From an optimization exercise on the open Yosys and OpenROAD flow, aimed at small area; shortcuts taken in it are not production practice. The RTL was checked by simulation tests, not by an equivalence proof against the original design. No activity file was given, so power comes from the tool's default toggle rates.

==> flow/design.v (outline; a module is shown in full before it is edited, if it fits) <==
// module sde_sine_rom: 43 lines
// module sde_duty_law: 487 lines
// module sde_freq_law: 124 lines
// module sde_sample_due: 54 lines
// module sde_zbit: 3 lines
// module sde_fa: 4 lines
// module sde_pp3: 4 lines
// module sde_ha: 4 lines
// module sde_top: 423 lines
module sde_top (
    input  wire        clk,
    input  wire        rst,
    input  wire        bus_valid,
    input  wire        bus_write,
    input  wire [7:0]  bus_addr,
    input  wire [1:0]  bus_size,      
    input  wire [31:0] bus_wdata,
    output wire        bus_ready,
    output reg         bus_rvalid,
    output reg  [31:0] bus_rdata,
    input  wire [31:0] int_st,        
    output reg         pwm_valid,
    output reg  [3:0]  pwm_op,
    output wire [1:0]  pwm_ph,
    output reg  [31:0] pwm_data,
    input  wire [11:0] adc_raw,
    output reg         adc_valid,
    output reg  [1:0]  adc_op,
    input  wire [63:0] now_us
);
  // ...
==> flow/flow/run.sh <==
#!/bin/bash
# The standard layout (the standard.sh on ORFS, standard synthesis
# unchanged) with two changes to how the layout is made:
#  - the buffers that global placement puts on every input and output port
#    are the smallest buffer cell instead of ORFS's default choice;
#  - clock tree synthesis uses small clock buffers with small sink clusters
#    and inserts no dummy loads.
# Each tool's full output goes to the ORFS logs under orfs/logs and to
# standard.log here.
set -euo pipefail
cat >> config.mk <<'MK'
export BUFFER_PORTS_ARGS = -buffer_cell sky130_fd_sc_hd__buf_1
export CTS_ARGS = -sink_clustering_enable -repair_clock_nets -sink_clustering_size 10 -sink_clustering_max_diameter 40 -buf_list sky130_fd_sc_hd__clkbuf_4 -dont_use_dummy_load
MK
bash standard.sh > standard.log 2>&1
==> flow/standard.sh <==
#!/bin/bash
# synth_recipe.tcl (not shown) runs the flow's synth.tcl, then flattens the netlist and writes it again
# the make line also repeats each setting of config.mk as NAME=value (left out here)
make -C /OpenROAD-flow-scripts/flow DESIGN_CONFIG=/design/flow/config.mk WORK_HOME=/design/flow/orfs CLKGATE_MAP_FILE= SYNTH_SCRIPT=/design/flow/synth_recipe.tcl "${@:-finish}"
==> flow/config.mk <==
export PLATFORM = sky130hd
export DESIGN_NAME = sde_top
export DESIGN_NICKNAME = sde_top
export VERILOG_FILES = /design/flow/design.v
export SDC_FILE = /design/flow/constraint.sdc
export NUM_CORES = 4
export LEC_CHECK = 0
export CAP_MARGIN = 20
export CORE_MARGIN = 2
export CORE_UTILIZATION = 60
export SLEW_MARGIN = 20
export SYNTH_HIERARCHICAL = 1
export BUFFER_PORTS_ARGS = -buffer_cell sky130_fd_sc_hd__buf_1
export CTS_ARGS = -sink_clustering_enable -repair_clock_nets -sink_clustering_size 10 -sink_clustering_max_diameter 40 -buf_list sky130_fd_sc_hd__clkbuf_4 -dont_use_dummy_load
==> flow/constraint.sdc <==
create_clock -name core_clock -period 24.0 [get_ports {clk}]
set_input_delay 4.8000 -clock core_clock [delete_from_list [all_inputs] [get_ports {clk}]]
set_output_delay 4.8000 -clock core_clock [all_outputs]
set_load 0.01 [all_outputs]
==> impl_metrics.env, run 1 <==
export IMPL_wl_met3_um=12400
export IMPL_seq_share_pct=38.9
export IMPL_grt_overflow=0
export IMPL_drt_iter0_markers=3911
export IMPL_postCtsResizedCells=0
export IMPL_via_per_inst=7.20
export IMPL_instances_no_fill=3166
export IMPL_grt_pass1_wl_um=137000
export IMPL_hold_viol_final=0
export IMPL_p_seq_share_pct=30.1
export IMPL_timing_final_ws_setup_ns=1.10
export IMPL_outcome="no timing/DRC/antenna violations"
export IMPL_seq_area_mm2=0.0107
export IMPL_path_delay_family="adder cells"
export IMPL_n_all_inverters=103
export IMPL_clkPwrFrac_pct=13.7
export IMPL_multi_input_area_mm2=0.0140
export IMPL_cp_data_required_time_ns=19.20
export IMPL_hpwl_um=68900
export IMPL_crit_slowest_cell="nor2b_1"
export IMPL_diodes=1
export IMPL_clock_sinks=404
export IMPL_crit_type="in2out"
export IMPL_p_leak_uw=0.00903
export IMPL_yosys_warnings=8
export IMPL_synthAdderAreaFrac_pct=14.1
export IMPL_cts_root_buf="clkbuf_4"
export IMPL_buffer_area_share_pct=4.59
export IMPL_regToRegSetupSlack_ns=9.34
export IMPL_routed_wl_met2_um=40600
export IMPL_top_usage_layer="met2"
export IMPL_num_vias=22800
export IMPL_synth_simple_area_share_pct=14.6
export IMPL_cts_made_buffers=68
export IMPL_io_pins=230
export IMPL_worst_hold_path_type="reg2reg"
export IMPL_r2r_end="duty2[14]"
export IMPL_slew_headroom_pct=20.8
export IMPL_drtAntennaViolNets=0
export IMPL_yosys_most_used_dff="edfxtp_1"
export IMPL_synth_async_reset_ratio_pct=0
==> run 2, diff against run 1 <==
--- a/flow/flow/run.sh
+++ b/flow/flow/run.sh
@@ -11,5 +11,5 @@
 cat >> config.mk <<'MK'
 export BUFFER_PORTS_ARGS = -buffer_cell sky130_fd_sc_hd__buf_1
-export CTS_ARGS = -sink_clustering_enable -repair_clock_nets -sink_clustering_size 10 -sink_clustering_max_diameter 40 -buf_list sky130_fd_sc_hd__clkbuf_4 -dont_use_dummy_load
+export CTS_ARGS = -sink_clustering_enable -repair_clock_nets -sink_clustering_size 9 -sink_clustering_max_diameter 40 -buf_list sky130_fd_sc_hd__clkbuf_4 -dont_use_dummy_load
 MK
 bash standard.sh > standard.log 2>&1
--- a/flow/config.mk
+++ b/flow/config.mk
@@ -12,3 +12,3 @@
 export SYNTH_HIERARCHICAL = 1
 export BUFFER_PORTS_ARGS = -buffer_cell sky130_fd_sc_hd__buf_1
-export CTS_ARGS = -sink_clustering_enable -repair_clock_nets -sink_clustering_size 10 -sink_clustering_max_diameter 40 -buf_list sky130_fd_sc_hd__clkbuf_4 -dont_use_dummy_load
+export CTS_ARGS = -sink_clustering_enable -repair_clock_nets -sink_clustering_size 9 -sink_clustering_max_diameter 40 -buf_list sky130_fd_sc_hd__clkbuf_4 -dont_use_dummy_load
==> run 2 against run 1 <==
Still clean on timing, DRC and antenna. Sequential power barely moved. Clock-buffer cell count increased by 1. Non-clock buffer count is the same. Worst setup slack lost 0.022 ns. Sequential share of layout area barely moved. Largest power group unchanged.
==> impl_metrics.env, run 2 <==
export IMPL_outcome="no timing/DRC/antenna violations"
export IMPL_cts_root_buf="clkbuf_4"
export IMPL_final_common_cell="edfxtp_1"
export IMPL_ctsHoldBuffers=0
export IMPL_clock_sinks=404
export IMPL_fin_crit_sh_pct=95.5
export IMPL_grt_max_degree=76
export IMPL_yosys_most_used_dff="edfxtp_1"
export IMPL_worstPathMaxFanout=15
export IMPL_cp_data_required_time_ns=19.20
export IMPL_yosysTopAreaCellShare_pct=30.1
export IMPL_worst_hold_path_type="reg2reg"
export IMPL_top_usage_layer="met2"
export IMPL_syn_inst=2448
export IMPL_syn_area_mm2=0.0258
export IMPL_worstHoldStart="scale_in[7]"
export IMPL_powerDensity_mw_per_mm2=99.2
export IMPL_slew_headroom_pct=21.8
export IMPL_holdPathStages=0
export IMPL_track_usage_pct=41.8
export IMPL_drt_iter0_markers=3982
export IMPL_grt_pass1_vias=21500
export IMPL_coreArea_mm2=0.0428
export IMPL_io_pins=230
export IMPL_layout_common_cells="edfxtp_1 (259), nor2_1 (237), buf_1 (228), fa_1 (145), dfxtp_1 (145)"
export IMPL_vdd_drop_max_uv=89.8
export IMPL_final_nets=2981
export IMPL_synth_area_leaders="edfxtp_1 (30%), dfxtp_1 (11%), fa_1 (11%), a222oi_1 (4.7%), nor2_1 (3.5%)"
export IMPL_tightest_slew_ns=1.16
export IMPL_drtPass1Iterations=13
export IMPL_grtUsageMet1_pct=53.5
export IMPL_max_stage_delay_ns=0.80
export IMPL_critPathLaunchType="input pin"
export IMPL_fp_dieW_um=212
export IMPL_hpwl_um=68900
export IMPL_crit_type="in2out"
export IMPL_yosysSeqAreaShare_pct=41.3
export IMPL_synth_async_reset_ratio_pct=0
export IMPL_drc=0
export IMPL_r2r_end="duty2[14]"
export IMPL_slew_viol_final=0
export IMPL_regToRegSetupSlack_ns=9.32
export IMPL_num_vias=22800
export IMPL_place_congestion=1.04
export IMPL_routedWlPerCell_um=29.7
export IMPL_clk_pin_slew_worst_paths_ns=0.08
export IMPL_p_switching_uw=1290
export IMPL_met2_usage_pct=62.4
export IMPL_netlist_top_cells_count="edfxtp_1 (259), nor2_1 (243), dfxtp_1 (145), fa_1 (145), nand2_1 (133)"
export IMPL_r2r_start="ph[1]"
export IMPL_cts_made_buffers=69
export IMPL_power_frac_comb_pct=56.1
export IMPL_cts_tree="done"
export IMPL_cp_end_kind="output port"
export IMPL_drtAntennaViolNets=0
export IMPL_synth_edf_count=259
export IMPL_path_buf_inv=4
export IMPL_htree_levels=3
export IMPL_antenna_found_initial=3
export IMPL_tns_ns=0
export IMPL_reg2reg_depth=39
export IMPL_grt_use_met3_pct=11.7
export IMPL_power_internal_uw=1440
export IMPL_via_per_inst=7.19
export IMPL_syn_to_final_growth_pct=6.39
export IMPL_grt_pass1_wl_um=137000
export IMPL_top_register="nlast"
export IMPL_io_buffer_count=229
export IMPL_p_seq_share_pct=30.0
export IMPL_clock_latency_ns=0.85
export IMPL_yosysTopAreaCell="edfxtp_1"
export IMPL_skew_ns=0.139
export IMPL_initial_utilization_pct=60.4
export IMPL_synth_cell_type_count=88
export IMPL_synth_nets=2807
export IMPL_max_clock_freq_mhz=43.6
export IMPL_worstPathArrival_ns=18.12
export IMPL_maxCapViolCount=0
export IMPL_yosysMostFrequentCell="edfxtp_1"
export IMPL_crit_slowest_cell="nor2b_1"
export IMPL_swShare_pct=47.1
export IMPL_ys_ff_latch=404
export IMPL_yosys_warnings=8
export IMPL_p_leak_uw=0.00904
export IMPL_cts_setup_buffers=0
export IMPL_min_to="scale[7]"
export IMPL_largest_reg_flops=64
export IMPL_postCtsResizedCells=0
export IMPL_fin_crit_ns=22.92
export IMPL_hold_viol_final=0
export IMPL_die_h_um=212
export IMPL_cp_common_cell="fa_1"
export IMPL_grt_overflow=0
export IMPL_rsz0062_at_grt="no"
export IMPL_dieArea_mm2=0.0447
export IMPL_synth_avg_cell_area_um2=10.6
export IMPL_drive_gt1_share_pct=6.37
export IMPL_ctsLongestPathBuffers=3
export IMPL_path_delay_family="adder cells"
export IMPL_wirelength_um=94200
export IMPL_clkPwrFrac_pct=13.9
export IMPL_finalCoreUtilization_pct=64.2
export IMPL_final_setup_viol_count=0
export IMPL_row_count=76
run 2: cell counts after synthesis:
Identical to the previous run, type by type.
run 2: layer usage:
| metal | vias up | routed length, µm |
|---|---|---|
| met3 | 413 | 12400 |
| met4 | 0 | 7530 |
| met1 | 10900 | 33700 |
| li1 | 9635 | - |
| met2 | 1857 | 40600 |
| met5 | - | 0 |
run 2: cell type report:
class | count | area (µm²)
clock buffers | 69 | 518
fillers | 3553 | 15300
well taps | 546 | 683
inverters | 103 | 389
diodes | 2 | 5.00
flip-flops and latches | 404 | 10700
repair buffers | 282 | 1260
multi-input cells | 1762 | 14000
run 2: worst max path at each step:
| stage | startpoint | endpoint | slack [ns] | cells past startpoint |
|---|---|---|---|---|
| after floorplan | bus_wdata[0] | pwm_data[14] | 2.67 | 38 |
| after CTS | bus_wdata[0] | pwm_data[14] | 1.28 | 41 |
| final | bus_wdata[0] | pwm_data[14] | 1.08 | 41 |
| after global placement | bus_wdata[0] | pwm_data[14] | 1.48 | 41 |
| after detailed placement | bus_wdata[0] | pwm_data[14] | 1.35 | 41 |
| after global routing | bus_wdata[0] | pwm_data[14] | 0.42 | 41 |
run 2: power by group through the flow:
stage | Clock (µW) | Sequential (µW) | Combinational, µW
after global placement | 0 | 833 | 1440
after global routing | 402 | 820 | 1650
final | 378 | 819 | 1530
after floorplan | 0 | 829 | 997
after CTS | 378 | 818 | 1480
after detailed placement | 0 | 834 | 1480
run 2: per-stage QoR:
stage / worst slack (ns) / power, µW / cells / hold slack (ns) / area, µm²
global route: 0.419 / 2870 / 3168 / 0.413 / 27500
floorplan: 2.67 / 1830 / 2448 / 0.418 / 25800
CTS: 1.28 / 2680 / 3166 / 0.378 / 27500
global placement: 1.48 / 2270 / 3097 / 0.422 / 27000
detailed placement: 1.35 / 2310 / 3097 / 0.425 / 27000
finish: 1.08 / 2730 / 3168 / 0.382 / 27500
run 2: worst register-to-register path, delay by kind of cell, from the launching register on:
family	cells	cell delay [ns]
flops	1	0.52
buf+inv	3	0.55
compound gates	9	2.38
fa+ha+maj	20	8.79
simple gates	4	1.69
xor+xnor	3	0.57
run 2: kinds of logic (layout without fill, tap and decap cells):
family | Yosys count | count (layout) | synth area share [%]
flip-flops | 404 | 404 | 41.3
other | 0 | 2 | 0
XOR/XNOR | 104 | 104 | 3.58
AND/OR/NAND/NOR | 760 | 760 | 14.6
adder cells (fa/ha/maj) | 205 | 205 | 14.1
buffers and inverters | 282 | 454 | 5.08
multiplexers | 45 | 45 | 1.83
AO/OA/AOI/OAI | 648 | 648 | 19.4
run 2: modules after synthesis, one instance, submodules excluded:
module | copies in the design | cells
sde_duty_law | 1 | 169
sde_fa | 145 | 1
sde_zbit | 43 | 3
sde_freq_law | 1 | 57
sde_sine_rom | 1 | 140
sde_sample_due | 1 | 30
sde_pp3 | 104 | 1
sde_top | 1 | 1652
sde_ha | 22 | 1

[static timing again, ports no longer ideal]
No port has a modelled driver above. Below, the same layouts with a new extraction and two added sets of constraints.
Step 1 (the two cells are an assumption about what drives the block):
set clk [get_ports {clk}]
set_driving_cell -lib_cell sky130_fd_sc_hd__clkbuf_16 $clk
set_driving_cell -lib_cell sky130_fd_sc_hd__buf_2 [delete_from_list [all_inputs] $clk]
Step 2 moves the port delays by t, midway between the first and last clock arrival at a register: inputs arrive t later, outputs are due t later. That takes back most of the time a late clock gives input paths.
a / b / c = no drivers / after step 1 / after step 2; a / b = the first two.
run | t, ns | setup WS [ns] | hold WS [ns]
run 1 | 0.836 | 1.099 / 1.073 / 1.073 | 0.365 / 0.365 / 0.365
run 2 | 0.836 | 1.076 / 1.051 / 1.051 | 0.382 / 0.382 / 0.382
After both steps setup and hold are still met in every run listed. For run 1, which loses most, drivers alone change the setup slack by -0.026 ns; drivers and shift together by -0.026 ns.
